Background: an optimization exercise with open tools, aiming at small area and a short achievable clock period. Do not read the settings as production practice. The RTL was checked by simulation tests, not by an equivalence proof against the original design. Power and IR drop assume default switching activity.

==> flow/design.v <==
module usim_dispatch (
    input  wire         clk,
    input  wire         rst_n,
    input  wire         cfg_we,
    input  wire [2:0]   cfg_idx,
    input  wire [16:0]  cfg_base,
    input  wire [16:0]  cfg_size,
    input  wire [3:0]   cfg_count,
    input  wire         build_start,
    output reg  [1:0]   phase,
    output reg  [1:0]   fault_code,
    output reg  [2:0]   fault_i,
    output reg  [2:0]   fault_j,
    input  wire         c_req,
    input  wire         c_we,
    input  wire [15:0]  c_addr,
    input  wire [7:0]   c_wdata,
    output reg          c_ack,
    output reg  [7:0]   c_rdata,
    output reg          m_req,
    output wire         m_we,
    output wire [15:0]  m_addr,
    output wire [7:0]   m_wdata,
    input  wire         m_ack,
    input  wire [7:0]   m_rdata,
    output reg  [7:0]   d_req,
    output wire         d_we,
    output reg  [127:0] d_off,
    output wire [7:0]   d_wdata,
    input  wire [7:0]   d_ack,
    input  wire [63:0]  d_rdata
);
    localparam NB = 8;
    localparam PH_EMPTY    = 2'd0;
    localparam PH_BUILDING = 2'd1;
    localparam PH_RUNNING  = 2'd2;
    localparam PH_DEFECT   = 2'd3;
    localparam F_RANGE   = 2'd1;
    localparam F_OVERLAP = 2'd2;
    localparam F_ZERO    = 2'd3;
    reg [16*NB-1:0] nbase_f;       
    reg [16*NB-1:0] last_f;        
    reg [3:0]  n_r;
    reg [NB-1:0] oh;        
    reg        bvalid;      
    reg        qsel;        
    integer i;
    wire idle    = phase[0] == phase[1];       
    wire bld     = phase == PH_BUILDING;
    wire running = phase == PH_RUNNING;
    wire [17:0] w_s    = {1'b1, ~(cfg_base ^ cfg_size)};
    wire [17:0] w_c    = {cfg_base | cfg_size, 1'b0};
    wire [17:0] w_last = w_s + w_c;
    wire        w_zero = cfg_size == 17'd0;
    wire        w_rng  = cfg_base[16] | w_last[17] | w_last[16];
    wire        w_bad  = w_zero | w_rng;
    wire [15:0] w_nb   = {~(cfg_base[15] | w_bad), w_bad ? ~w_zero : ~cfg_base[14], ~cfg_base[13:0]};
    wire [15:0] w_l    = {w_last[15] & ~w_bad, w_last[14:0]};
    always @(posedge clk)
        for (i = 0; i < NB; i = i + 1)
            if (rst_n && idle && cfg_we && cfg_idx == i) begin
                nbase_f[16*i +: 16] <= w_nb;
                last_f[16*i +: 16]  <= w_l;
            end
    function automatic [1:0] cout16(input [15:0] a, input [15:0] b);
        reg [15:0] g, p;
        integer s, k;
        begin
            g = a & b;
            p = a | b;
            for (s = 1; s < 16; s = s * 2)
                for (k = 0; k + s < 16; k = k + 2 * s) begin
                    g[k] = g[k + s] | (p[k + s] & g[k]);
                    p[k] = p[k + s] & p[k];
                end
            cout16 = {g[0], g[0] | p[0]};
        end
    endfunction
    reg [15:0] qx;
    always @* begin
        qx = 16'd0;
        for (i = 0; i < NB; i = i + 1)
            qx = qx | (~nbase_f[16*i +: 16] & {16{oh[i]}});
    end
    wire [15:0] x  = qsel ? qx : c_addr;
    reg [NB-1:0] ge, gt, le, en, hq;
    reg [1:0]    r;
    always @* begin
        for (i = 0; i < NB; i = i + 1) begin
            r      = cout16(x, nbase_f[16*i +: 16]);
            gt[i]  = r[1];
            ge[i]  = r[0];
            r      = cout16(last_f[16*i +: 16], ~x);
            le[i]  = r[0];
            en[i]  = n_r[3] | (i < n_r[2:0]);
            hq[i]  = ge[i] & le[i];
            d_off[i*16 +: 16] = x - ~nbase_f[16*i +: 16];
        end
    end
    wire       c_done  = ~|(oh & en);            
    wire       c_bad   = ~|(oh & hq);            
    wire [2:0] c_idx   = {|oh[7:4], |{oh[7:6], oh[3:2]}, |{oh[7], oh[5], oh[3], oh[1]}};
    reg [NB-1:0] below;
    always @*
        for (i = 0; i < NB; i = i + 1)
            below[i] = hq[i] & en[i] & (gt[i] | (|(oh >> (i + 1))));
    wire       c_cand  = |below;
    wire [2:0] c_a     = {|below[7:4], |{below[7:6], below[3:2]},
                          |{below[7], below[5], below[3], below[1]}};
    always @(posedge clk)
        if (idle)
            oh <= {{NB-1{1'b0}}, 1'b1};
        else if (bld && !c_done)
            oh <= oh << 1;
    always @(posedge clk) begin
        if (!rst_n) begin
            phase <= PH_EMPTY;
            qsel  <= 1'b0;
        end else if (idle) begin
            if (build_start) begin
                qsel   <= 1'b1;
                n_r    <= cfg_count;
                bvalid <= 1'b0;
                phase  <= PH_BUILDING;
            end
        end else if (bld) begin
            if (c_done) begin
                qsel <= 1'b0;
                if (bvalid) begin
                    phase      <= PH_DEFECT;
                    fault_code <= F_OVERLAP;
                end else begin
                    phase      <= PH_RUNNING;
                end
            end else if (c_bad) begin
                qsel       <= 1'b0;
                phase      <= PH_DEFECT;
                fault_code <= qx[14] ? F_ZERO : F_RANGE;
                fault_i    <= c_idx;
            end else begin
                if (c_cand && !(bvalid && ge[fault_j])) begin
                    bvalid  <= 1'b1;
                    fault_j <= c_idx;
                    fault_i <= c_a;
                end
            end
        end
    end
    wire [NB-1:0] hit   = hq & en;
    wire          found = |hit;
    wire          go    = running & c_req;
    always @* begin
        d_req   = hit & {NB{go}};
        m_req   = go & ~found;
        c_ack   = go & (|(hit & d_ack) | (~found & m_ack));
        c_rdata = m_rdata & {8{~found}};
        for (i = 0; i < NB; i = i + 1)
            c_rdata = c_rdata | (d_rdata[i*8 +: 8] & {8{hit[i]}});
    end
    assign m_we    = c_we;
    assign m_addr  = c_addr;
    assign m_wdata = c_wdata;
    assign d_we    = c_we;
    assign d_wdata = c_wdata;
endmodule
clock: 12.0 ns
lec_check: 0
cap_margin: 20
core_margin: 2
core_utilization: 60
cts_buf_list: sky130_fd_sc_hd__clkbuf_4 sky130_fd_sc_hd__clkbuf_8
setup_slack_margin: 3.5
slew_margin: 20
standard.sh (not shown) runs the stock make flow with config.mk's settings and CLKGATE_MAP_FILE= SYNTH_SCRIPT=/design/flow/synth_recipe.tcl, a recipe that flattens the netlist after the stock synthesis.
==> flow/flow/run.sh <==
#!/bin/bash
# Layout: the standard flow (standard.sh), with
#  - ABC mapping with flow/abc_map.script (area-oriented, timing left to the repair steps) instead of ORFS's,
#  - ABC left to map the adders itself (no half/full-adder cells),
#  - small fast port buffers (buf_1) instead of clkdlybuf4s50_1.
# Everything else, the registers included, is the standard synthesis and flow.
set -euo pipefail
export MY_ABC_SCRIPT="$PWD/flow/abc_map.script"
bash standard.sh \
    "SYNTH_SCRIPT=$PWD/flow/synth.tcl" \
    "BUFFER_PORTS_ARGS=-buffer_cell sky130_fd_sc_hd__buf_1" \
    ADDER_MAP_FILE= \
    finish > standard_flow.log 2>&1
==> flow/flow/abc_map.script <==
strash
&get -n
&st
&dch
&nf
&st
&syn2
&if -g -K 6
&synch2
&nf
&put
strash
dc2
map -a
topo
stime -p
==> flow/flow/synth.tcl <==
# The standard flow's synthesis script (synth_recipe.tcl), with ORFS's ABC script replaced
# by flow/abc_map.script (area-oriented mapping).
proc synth {args} { yosys synth -nofsm -noshare {*}$args }
proc fix_abc_script {n1 n2 op} { set ::abc_script $::env(MY_ABC_SCRIPT) }
trace add variable ::abc_script write fix_abc_script
source $::env(SCRIPTS_DIR)/synth.tcl
# left out here: clear keep_hierarchy, flatten, clean up, hide names made inside functions, write 1_2_yosys.v
The starting point ran to the end with no violations.
Then changed:
--- a/flow/design.v
+++ b/flow/design.v
@@ -54,8 +54,8 @@
     wire        w_zero = cfg_size == 17'd0;
     wire        w_rng  = cfg_base[16] | w_last[17] | w_last[16];
     wire        w_bad  = w_zero | w_rng;
-    wire [15:0] w_nb   = {~(cfg_base[15] | w_bad), w_bad ? ~w_zero : ~cfg_base[14], ~cfg_base[13:0]};
-    wire [15:0] w_l    = {w_last[15] & ~w_bad, w_last[14:0]};
+    wire [15:0] w_nb   = {~cfg_base[15:1] & {15{~w_bad}}, ~w_zero & (w_rng | ~cfg_base[0])};
+    wire [15:0] w_l    = w_last[15:0] & {16{~w_bad}};
     always @(posedge clk)
         for (i = 0; i < NB; i = i + 1)
             if (rst_n && idle && cfg_we && cfg_idx == i) begin
@@ -135,7 +135,7 @@
             end else if (c_bad) begin
                 qsel       <= 1'b0;
                 phase      <= PH_DEFECT;
-                fault_code <= qx[14] ? F_ZERO : F_RANGE;
+                fault_code <= qx[0] ? F_ZERO : F_RANGE;
                 fault_i    <= c_idx;
             end else begin
                 if (c_cand && !(bvalid && ge[fault_j])) begin
Effect: First-iteration DRC count decreases by about a fifth. Critical path depth decreases by 7. Power decreases by a few percent. Wire length decreases slightly. Cell area is about the same. Setup slack is worse by 0.0077 ns. Flip-flop and latch count does not change. Maximum frequency is about the same. Die area increases slightly. Synthesized area increases slightly. Clock-buffer cell count decreases by 1.

afterwards: timing with drivers on the ports:
In the flow no input, the clock included, has a driving cell. The finished layouts below were timed again as built, in two steps. Step 1, drivers: a clkbuf_16 drives clk and a buf_2 each remaining input, both assumed. Step 2 also shifts input and output timing later by t, the mid clock arrival at the registers, as if the neighbouring blocks saw the same clock. Three values: ideal, step 1, step 2; two values: the first two.
run	t, ns	slack for setup (ns)	worst data-port slew with drivers (ns)	pins driven straight from the clock port
the first run	0.623	3.537 / 3.514 / 3.514	0.14	1
the second run	0.635	3.530 / 3.505 / 3.505	0.12	1
After both steps setup and hold are still met in every run listed. The setup slack of the second run, which loses most, moves by -0.025 ns with the drivers and by -0.025 ns with both steps.
